This is an optimization exercise on Yosys and OpenROAD, whose aim is small area and a short achievable clock period, not a production implementation. In this exercise RTL edits were held to simulation tests only and were not proved equivalent to the original. No activity file was given, so power comes from the tool's default toggle rates.

Setup of run A:
## daisy_core
module daisy_core (
    input  wire       clk,
    input  wire       rst,
    input  wire       op_valid,
    input  wire [3:0] op,
    output reg        cmd_ready,
    output reg        rx_active,
    output reg        hop_request,
    output reg        rdata_valid,
    output wire [7:0] rdata,
    output reg        radio_req,
    output wire       radio_channel,
    output reg        sink_byte_valid,
    output wire [7:0] sink_byte,
    output reg        sink_commit,
    output reg        sink_begin,
    output wire       sink_begin_chan
);
Size in the first run: ~310 cells after synthesis, ~77 flip-flops, roughly 33 I/O pins, ~0.0034 mm2 of cells after synthesis.
Settings: LEC_CHECK=0, CAP_MARGIN=20, CORE_MARGIN=2, CORE_UTILIZATION=50, SETUP_SLACK_MARGIN=1.6, SLEW_MARGIN=20; clock period 3.5 ns.
standard.sh (not shown) runs the stock make flow with config.mk's settings and CLKGATE_MAP_FILE= SYNTH_SCRIPT=/design/flow/synth_recipe.tcl, a recipe that flattens the netlist after the stock synthesis.
==> flow/flow/run.sh <==
#!/bin/bash
# ORFS layout through the standard.sh, with these changes:
#  - synthesis may not use the slow many-input OR / NOR cells (added to the
#    platform's don't-use list);
#  - ports are buffered with buf_4 instead of the smallest buffer the resizer picks;
#  - timing repair may swap a cell for one with another footprint.
# Each tool's output goes to a log file of its own in this folder.
set -euo pipefail
BASE=$(make -s -C "$FLOW_HOME" DESIGN_CONFIG="$PWD/config.mk" WORK_HOME="$PWD/orfs" print-DONT_USE_CELLS 2>/dev/null \
       | sed -n 's/^DONT_USE_CELLS: //p' | tail -1)
SLOW=""
for c in or3_1 or3_2 or3_4 or3b_1 or3b_2 or3b_4 or4_1 or4_2 or4_4 or4b_1 or4b_2 or4b_4 \
         or4bb_1 or4bb_2 or4bb_4 nor4_1 nor4_2 nor4_4 nor4b_1 nor4b_2 nor4b_4 nor4bb_1 nor4bb_2 nor4bb_4; do
  SLOW="$SLOW sky130_fd_sc_hd__$c"
done
echo "DONT_USE_CELLS=$BASE $SLOW" > dont_use.log
bash standard.sh "DONT_USE_CELLS=$BASE $SLOW" synth > synth.log 2>&1
bash standard.sh "DONT_USE_CELLS=$BASE $SLOW" MATCH_CELL_FOOTPRINT=0 \
  "BUFFER_PORTS_ARGS=-buffer_cell sky130_fd_sc_hd__buf_4" finish > layout.log 2>&1
The final layout from run A, which completed every stage, passed the timing, DRC and antenna checks at the end of the flow.
> inputs changed (run A -> run B)
- CORE_UTILIZATION: 50 -> 40
- ABC_AREA: unset -> 1
--- outcome ---
In run B, the signed area change from the synthesized netlist to the final layout came out 3.0 points below the value in run A. Diff run A -> run B | cell area after layout | up by a little under 10%. Across both runs, number of clock buffers in the layout was higher for run B than for run A. Critical path depth: run B > run A. From run A to run B the numbers moved as follows: number of cells in the finished layout apart from fillers higher, hold slack lower, power per standard cell area higher.
For run C, these inputs were changed with respect to run B:
- ABC_AREA removed (was 1)
- CORE_UTILIZATION changed from 40 to 30
Notes after the runs:
Delta (run C minus run B): maximum frequency from static timing analysis now sits lower; global-route wire length before repair down about 11%; via count of the first global-routing pass shrank by 548.
Between run B and run C, final cycle utilization of the critical path is lower for run B, run C comes in above that.
#### Input delta (run D over run C)
- changing CORE_UTILIZATION from 30 to 40
diff --git a/flow/flow/run.sh b/flow/flow/run.sh
--- a/flow/flow/run.sh
+++ b/flow/flow/run.sh
@@ -4,3 +4,3 @@
 #    platform's don't-use list);
-#  - ports are buffered with buf_4 instead of the smallest buffer the resizer picks;
+#  - ports are buffered with buf_1 instead of the smallest buffer the resizer picks;
 #  - timing repair may swap a cell for one with another footprint.
@@ -18,2 +18,2 @@
 bash standard.sh "DONT_USE_CELLS=$BASE $SLOW" MATCH_CELL_FOOTPRINT=0 \
-  "BUFFER_PORTS_ARGS=-buffer_cell sky130_fd_sc_hd__buf_4" finish > layout.log 2>&1
+  "BUFFER_PORTS_ARGS=-buffer_cell sky130_fd_sc_hd__buf_1" finish > layout.log 2>&1
==> comparison <==
Run D finished all stages; the layout is clean. Relative to run C, clock distribution area overhead in the final layout decreased by 3.1 points in run D. Number of pins exceeding their max-slew limit in the final report: run C vs run D identical. Worst-case reg-to-reg path depth: run D lower than run C. As far as XOR/XNOR share of the synthesized area goes, run D and run C are indistinguishable; the numbers are identical. On run D: sum of buffers and inverters on the critical path is 1 lower than what run C gave. Worst-skew pair later-pin latency was higher in the run labelled run D.

========
daisy_core again, from the RTL that the note above started with.
clock: 3.5 ns
lec_check: 0
cap_margin: 20
core_margin: 2
core_utilization: 40
setup_slack_margin: 1.6
slew_margin: 20
==> flow/flow/run.sh <==
#!/bin/bash
# ORFS layout through the standard.sh, with these changes:
#  - synthesis may not use the slow many-input OR / NOR and 5-input AOI / OAI cells (added to the
#    platform's don't-use list);
#  - ports are buffered with buf_4 instead of the smallest buffer the resizer picks;
#  - timing repair may swap a cell for one with another footprint.
# Each tool's output goes to a log file of its own in this folder.
set -euo pipefail
BASE=$(make -s -C "$FLOW_HOME" DESIGN_CONFIG="$PWD/config.mk" WORK_HOME="$PWD/orfs" print-DONT_USE_CELLS 2>/dev/null \
       | sed -n 's/^DONT_USE_CELLS: //p' | tail -1)
SLOW=""
for c in or3_1 or3_2 or3_4 or3b_1 or3b_2 or3b_4 or4_1 or4_2 or4_4 or4b_1 or4b_2 or4b_4 \
         or4bb_1 or4bb_2 or4bb_4 a2111oi_0 a2111oi_1 a2111oi_2 a2111oi_4 a2111o_1 a2111o_2 a2111o_4 o2111ai_1 o2111ai_2 o2111ai_4 o2111a_1 o2111a_2 o2111a_4 nor4_1 nor4_2 nor4_4 nor4b_1 nor4b_2 nor4b_4 nor4bb_1 nor4bb_2 nor4bb_4; do
  SLOW="$SLOW sky130_fd_sc_hd__$c"
done
echo "DONT_USE_CELLS=$BASE $SLOW" > dont_use.log
bash standard.sh "DONT_USE_CELLS=$BASE $SLOW" synth > synth.log 2>&1
bash standard.sh "DONT_USE_CELLS=$BASE $SLOW" MATCH_CELL_FOOTPRINT=0 \
  "BUFFER_PORTS_ARGS=-buffer_cell sky130_fd_sc_hd__buf_4" finish > layout.log 2>&1
Then changed:
--- a/flow/flow/run.sh
+++ b/flow/flow/run.sh
@@ -3 +3 @@
-#  - synthesis may not use the slow many-input OR / NOR and 5-input AOI / OAI cells (added to the
+#  - synthesis may not use the slow many-input OR / NOR, 5-input AOI and MUX2 cells (added to the
@@ -13 +13 @@
-         or4bb_1 or4bb_2 or4bb_4 a2111oi_0 a2111oi_1 a2111oi_2 a2111oi_4 a2111o_1 a2111o_2 a2111o_4 o2111ai_1 o2111ai_2 o2111ai_4 o2111a_1 o2111a_2 o2111a_4 nor4_1 nor4_2 nor4_4 nor4b_1 nor4b_2 nor4b_4 nor4bb_1 nor4bb_2 nor4bb_4; do
+         or4bb_1 or4bb_2 or4bb_4 mux2_1 mux2_2 mux2_4 mux2_8 and4bb_1 and4bb_2 and4bb_4 and4b_1 and4b_2 and4b_4 a2111oi_0 a2111oi_1 a2111oi_2 a2111oi_4 a2111o_1 a2111o_2 a2111o_4 nor4_1 nor4_2 nor4_4 nor4b_1 nor4b_2 nor4b_4 nor4bb_1 nor4bb_2 nor4bb_4; do
Result: Setup slack is worse by 57 ps; via count grows slightly; final cell count grows by a few percent; design area grows by a few percent; wire length grows by a few percent; sequential share of layout area shrinks by 3.1 points; die area is about the same; power grows by a few percent.
Then changed:
--- a/flow/flow/run.sh
+++ b/flow/flow/run.sh
@@ -3 +3 @@
-#  - synthesis may not use the slow many-input OR / NOR, 5-input AOI and MUX2 cells (added to the
+#  - synthesis may not use the slow many-input OR / NOR cells (added to the
@@ -13 +13 @@
-         or4bb_1 or4bb_2 or4bb_4 mux2_1 mux2_2 mux2_4 mux2_8 and4bb_1 and4bb_2 and4bb_4 and4b_1 and4b_2 and4b_4 a2111oi_0 a2111oi_1 a2111oi_2 a2111oi_4 a2111o_1 a2111o_2 a2111o_4 nor4_1 nor4_2 nor4_4 nor4b_1 nor4b_2 nor4b_4 nor4bb_1 nor4bb_2 nor4bb_4; do
+         or4bb_1 or4bb_2 or4bb_4 nor4_1 nor4_2 nor4_4 nor4b_1 nor4b_2 nor4b_4 nor4bb_1 nor4bb_2 nor4bb_4; do
CORE_UTILIZATION = 60   (was 40)
Effect: The changed run ran to the end with no violations. Setup slack improved by 6.5 ps. Count of clock-buffer cells in the layout climbs by 2. Register-to-register slack barely changes. Combinational power went down by about a fifth. Power goes up slightly. Via count rises slightly. Routed wire length decreases by a few percent. Synthesized area decreases slightly. Core utilization grows by 21 points.

========
The RTL this note starts from:
==> flow/design.v <==
module daisy_core (
    input  wire       clk,
    input  wire       rst,
    input  wire       op_valid,
    input  wire [3:0] op,
    output wire       cmd_ready,
    output wire       rx_active,
    output wire       hop_request,
    output reg        rdata_valid,
    output wire [7:0] rdata,
    output reg        radio_req,
    output wire       radio_channel,
    output reg        sink_byte_valid,
    output wire [7:0] sink_byte,
    output reg        sink_commit,
    output reg        sink_begin,
    output wire       sink_begin_chan
);
    localparam [2:0] PH_OFF      = 3'd0;
    localparam [2:0] PH_WAITPRE  = 3'd2;
    localparam [2:0] PH_WAITSTA  = 3'd3;
    localparam [2:0] PH_PREFETCH = 3'd4;
    localparam [2:0] PH_PAYLOAD  = 3'd5;
    localparam [2:0] PH_HOP      = 3'd6;
    localparam [2:0] ERR_NONE    = 3'd0;
    localparam [2:0] ERR_NOSTART = 3'd1;
    localparam [2:0] ERR_STUFF   = 3'd2;
    localparam [2:0] ERR_NOEND   = 3'd3;
    localparam [2:0] ERR_CRC     = 3'd4;
    localparam [15:0] CRC_POLY     = 16'h8408;
    localparam [15:0] CRC_RESIDUAL = 16'hF0B8;
    reg [2:0]  phase;
    reg [15:0] win;
    reg [9:0]  cnt;
    reg [7:0]  acc;
    reg [15:0] crc;
    reg        prev_e;
    reg        chan;
    reg [2:0]  err;
    reg [5:0]  tag;
    reg        busy;       
    reg [1:0]  rsel;       
    reg [2:0]  phase_n;
    reg [15:0] win_n;
    reg [9:0]  cnt_n;
    reg [7:0]  acc_n;
    reg [15:0] crc_n;
    reg        prev_e_n;
    reg        chan_n;
    reg [2:0]  err_n;
    reg [5:0]  tag_n;
    reg        busy_n;
    reg        rdata_valid_n, radio_req_n, sink_byte_valid_n, sink_commit_n, sink_begin_n;
    reg        d, b, stuff_due, do_reset;
    reg [15:0] crc_s;
    wire err_taken = rdata_valid & (rsel == 2'b11);
    assign cmd_ready       = ~busy;
    assign rx_active       = (phase != PH_OFF);
    assign hop_request     = (phase == PH_HOP) & ~busy;
    assign radio_channel   = chan;
    assign sink_begin_chan = chan;
    assign sink_byte       = acc;
    reg [5:0] rd;
    always @* begin
        case (rsel)
            2'b00:   rd = {3'd0, phase};
            2'b01:   rd = {5'd0, chan};
            2'b10:   rd = tag;
            default: rd = {3'd0, err};
        endcase
    end
    assign rdata = {2'b00, rd};
    always @* begin
        phase_n  = phase;
        win_n    = win;
        cnt_n    = cnt;
        acc_n    = acc;
        crc_n    = crc;
        prev_e_n = prev_e;
        chan_n   = chan;
        err_n    = err_taken ? ERR_NONE : err;
        tag_n    = tag;
        busy_n   = busy;
        rdata_valid_n     = 1'b0;
        radio_req_n       = 1'b0;
        sink_byte_valid_n = 1'b0;
        sink_commit_n     = 1'b0;
        sink_begin_n      = 1'b0;
        d         = ~(prev_e ^ op[0]);
        b         = win[8];
        stuff_due = &win[7:3];
        do_reset  = 1'b0;
        crc_s     = {1'b0, crc[15:1]} ^ ((b ^ crc[0]) ? CRC_POLY : 16'h0000);
        if (op_valid) begin
            if (op[3:1] == 3'b000) begin
                prev_e_n = op[0];
                win_n    = {d, win[15:1]};
                case (phase)
                    PH_WAITPRE: begin
                        cnt_n = cnt + 10'd1;
                        if (win_n == 16'h5555 && cnt >= 10'd15) begin
                            cnt_n   = 10'd0;
                            phase_n = PH_WAITSTA;
                        end else if (cnt >= 10'd5 && d == win[15]) begin
                            phase_n = PH_HOP;
                        end
                    end
                    PH_WAITSTA: begin
                        cnt_n = cnt + 10'd1;
                        if (win_n[15:8] == 8'h7E) begin
                            cnt_n   = 10'd0;
                            phase_n = PH_PREFETCH;
                        end else if (cnt[3:0] == 4'd15) begin
                            err_n    = ERR_NOSTART;
                            do_reset = 1'b1;
                        end
                    end
                    PH_PREFETCH: begin
                        cnt_n = cnt + 10'd1;
                        if (cnt[2:0] == 3'd7) begin
                            tag_n   = win_n[15:10];
                            cnt_n   = 10'd0;
                            crc_n   = 16'hFFFF;
                            phase_n = PH_PAYLOAD;
                        end
                    end
                    PH_PAYLOAD: begin
                        if (stuff_due && b) begin
                            err_n    = ERR_STUFF;
                            do_reset = 1'b1;
                        end else begin
                            if (!stuff_due) begin
                                acc_n = {b, acc[7:1]};
                                crc_n = crc_s;
                                cnt_n = cnt + 10'd1;
                                if (cnt[2:0] == 3'd7)
                                    sink_byte_valid_n = 1'b1;
                            end
                            if (win_n[15:8] == 8'h7E) begin
                                if (crc_n != CRC_RESIDUAL)
                                    err_n = ERR_CRC;
                                else
                                    sink_commit_n = 1'b1;
                                do_reset = 1'b1;
                            end else if (!stuff_due && cnt == 10'd1020) begin
                                err_n    = ERR_NOEND;
                                do_reset = 1'b1;
                            end
                        end
                    end
                    default: begin
                    end
                endcase
            end else if (op == 4'h5) begin
                if (busy) begin
                    do_reset = 1'b1;
                    busy_n   = 1'b0;
                end
            end else if (!busy) begin
                case (op)
                    4'h2: begin
                        radio_req_n = 1'b1;
                        busy_n      = 1'b1;
                    end
                    4'h3: begin
                        phase_n = PH_OFF;
                    end
                    4'h4: begin
                        if (phase == PH_HOP) begin
                            chan_n      = ~chan;
                            radio_req_n = 1'b1;
                            busy_n      = 1'b1;
                        end
                    end
                    4'h8, 4'h9, 4'hA: begin
                        rdata_valid_n = 1'b1;
                    end
                    4'hB: begin
                        rdata_valid_n = 1'b1;
                        err_n         = err_taken ? ERR_NONE : err;
                    end
                    default: begin
                    end
                endcase
            end
        end
        if (do_reset) begin
            cnt_n        = 10'd0;
            phase_n      = PH_WAITPRE;
            sink_begin_n = 1'b1;
        end
    end
    always @(posedge clk) begin
        win  <= win_n;
        cnt  <= cnt_n;
        acc  <= acc_n;
        crc  <= crc_n;
        rsel <= op[1:0];
        if (rst) begin
            phase           <= PH_OFF;
            prev_e          <= 1'b0;
            chan            <= 1'b0;
            err             <= ERR_NONE;
            tag             <= 6'd0;
            busy            <= 1'b0;
            rdata_valid     <= 1'b0;
            radio_req       <= 1'b0;
            sink_byte_valid <= 1'b0;
            sink_commit     <= 1'b0;
            sink_begin      <= 1'b0;
        end else begin
            phase           <= phase_n;
            prev_e          <= prev_e_n;
            chan            <= chan_n;
            err             <= err_n;
            tag             <= tag_n;
            busy            <= busy_n;
            rdata_valid     <= rdata_valid_n;
            radio_req       <= radio_req_n;
            sink_byte_valid <= sink_byte_valid_n;
            sink_commit     <= sink_commit_n;
            sink_begin      <= sink_begin_n;
        end
    end
endmodule
clock: 3.5 ns
lec_check: 0
cap_margin: 20
core_margin: 2
core_utilization: 40
setup_slack_margin: 2.0
slew_margin: 20
run.sh (not shown) runs the stock make flow with config.mk's settings and CLKGATE_MAP_FILE= SYNTH_SCRIPT=/design/flow/synth_recipe.tcl, a recipe that flattens the netlist after the stock synthesis.
Stock flow here: none of the scripts above is used.
Next try:
SETUP_SLACK_MARGIN = 1.5   (was 2.0)
Effect: Routed wire length shrinks by 12%. Die area does not change. Total power is about the same. Clock-buffer cell count shrinks by 1. Non-clock buffer count shrinks by 33. Via count shrinks by 4.7%. Global-route usage shrinks by 1.5 points. Cell area shrinks by 11%.
Next try:
ABC_CLOCK_PERIOD_IN_PS = 3500   (was unset)
SETUP_SLACK_MARGIN = unset   (was 1.5)
=> Via count goes down by a little under a tenth; cell area fell by roughly a tenth; hold slack barely changes; area after synthesis does not change; register-to-register slack loses 0.27 ns; core utilization drops by 6.3 points; die area does not change; worst setup slack gets worse by 0.89 ns; cell count drops by a few percent; critical path depth grows by 4; synthesized cell count stays the same.
Next try:
ABC_CLOCK_PERIOD_IN_PS = unset   (was 3500)
The changed run produced a clean layout.
Routed wire length does not change.
Worst setup slack does not change.
Power stays the same.
First-iteration DRC count stays the same.
Via count stays the same.
Die area stays the same.
Design area stays the same.
Next try:
ABC_AREA = 1   (was unset)
=> The new run finished clean. Final area goes up by 2.2%. Synthesized cell count rises by 28%. Power shrinks by 2.1%. Core utilization is lower by 1.3 points. Synthesized area rose by 4.1%. Sequential power grows by 3.8%. Setup slack is better by 0.36 ns. Global-route usage is about the same. Clock-buffer cell count climbs by 1. Via count goes up by 9.4%. Combinational power came out higher by 130%.

separate check: timing with driven ports:
The flow's constraints put no driver on any port. The routed layouts listed below were extracted and timed again, unchanged, in two steps. Step 1 sets driving cells, clkbuf_16 on the clock port and buf_2 on the other inputs (assumed; they add their load-dependent delay and slew). Step 2 also shifts input and output timing later by t, the mid clock arrival at the registers, as if the neighbouring blocks saw the same clock. Three values: ideal, step 1, step 2; two values: the first two.
run | t (ns) | setup WS [ns] | worst setup path at the end | clock arrival spread, ns
run A | 0.376 | 1.602 / 1.602 / 1.236 | input to register | 0.008 / 0.009
run B | 0.374 | 1.679 / 1.690 / 1.315 | input to register | 0.011 / 0.011
run C | 0.368 | 1.555 / 1.561 / 1.197 | input to register | 0.012 / 0.011
run D | 0.387 | 1.588 / 1.592 / 1.205 | input to register | 0.014 / 0.013
the first run of note 2 | 0.371 | 1.598 / 1.598 / 1.248 | input to register | 0.012 / 0.012
the second run of note 2 | 0.384 | 1.541 / 1.541 / 1.177 | input to register | 0.017 / 0.017
the third run of note 2 | 0.384 | 1.548 / 1.548 / 1.188 | input to register | 0.011 / 0.010
the first run of note 3 | 0.382 | 1.375 / 1.361 / 0.979 | input to register | 0.013 / 0.014
the second run of note 3 | 0.384 | 1.408 / 1.411 / 1.027 | input to register | 0.009 / 0.010
the third run of note 3 | 0.370 | 0.519 / 0.530 / 0.159 | input to register | 0.012 / 0.011
the fourth run of note 3 | 0.370 | 0.519 / 0.530 / 0.159 | input to register | 0.012 / 0.011
the fifth run of note 3 | 0.370 | 0.880 / 0.890 / 0.520 | input to register | 0.011 / 0.011
After both steps every run listed still meets setup and hold. For the first run of note 3, which loses most, drivers alone change the setup slack by -0.014 ns; drivers and shift together by -0.396 ns.
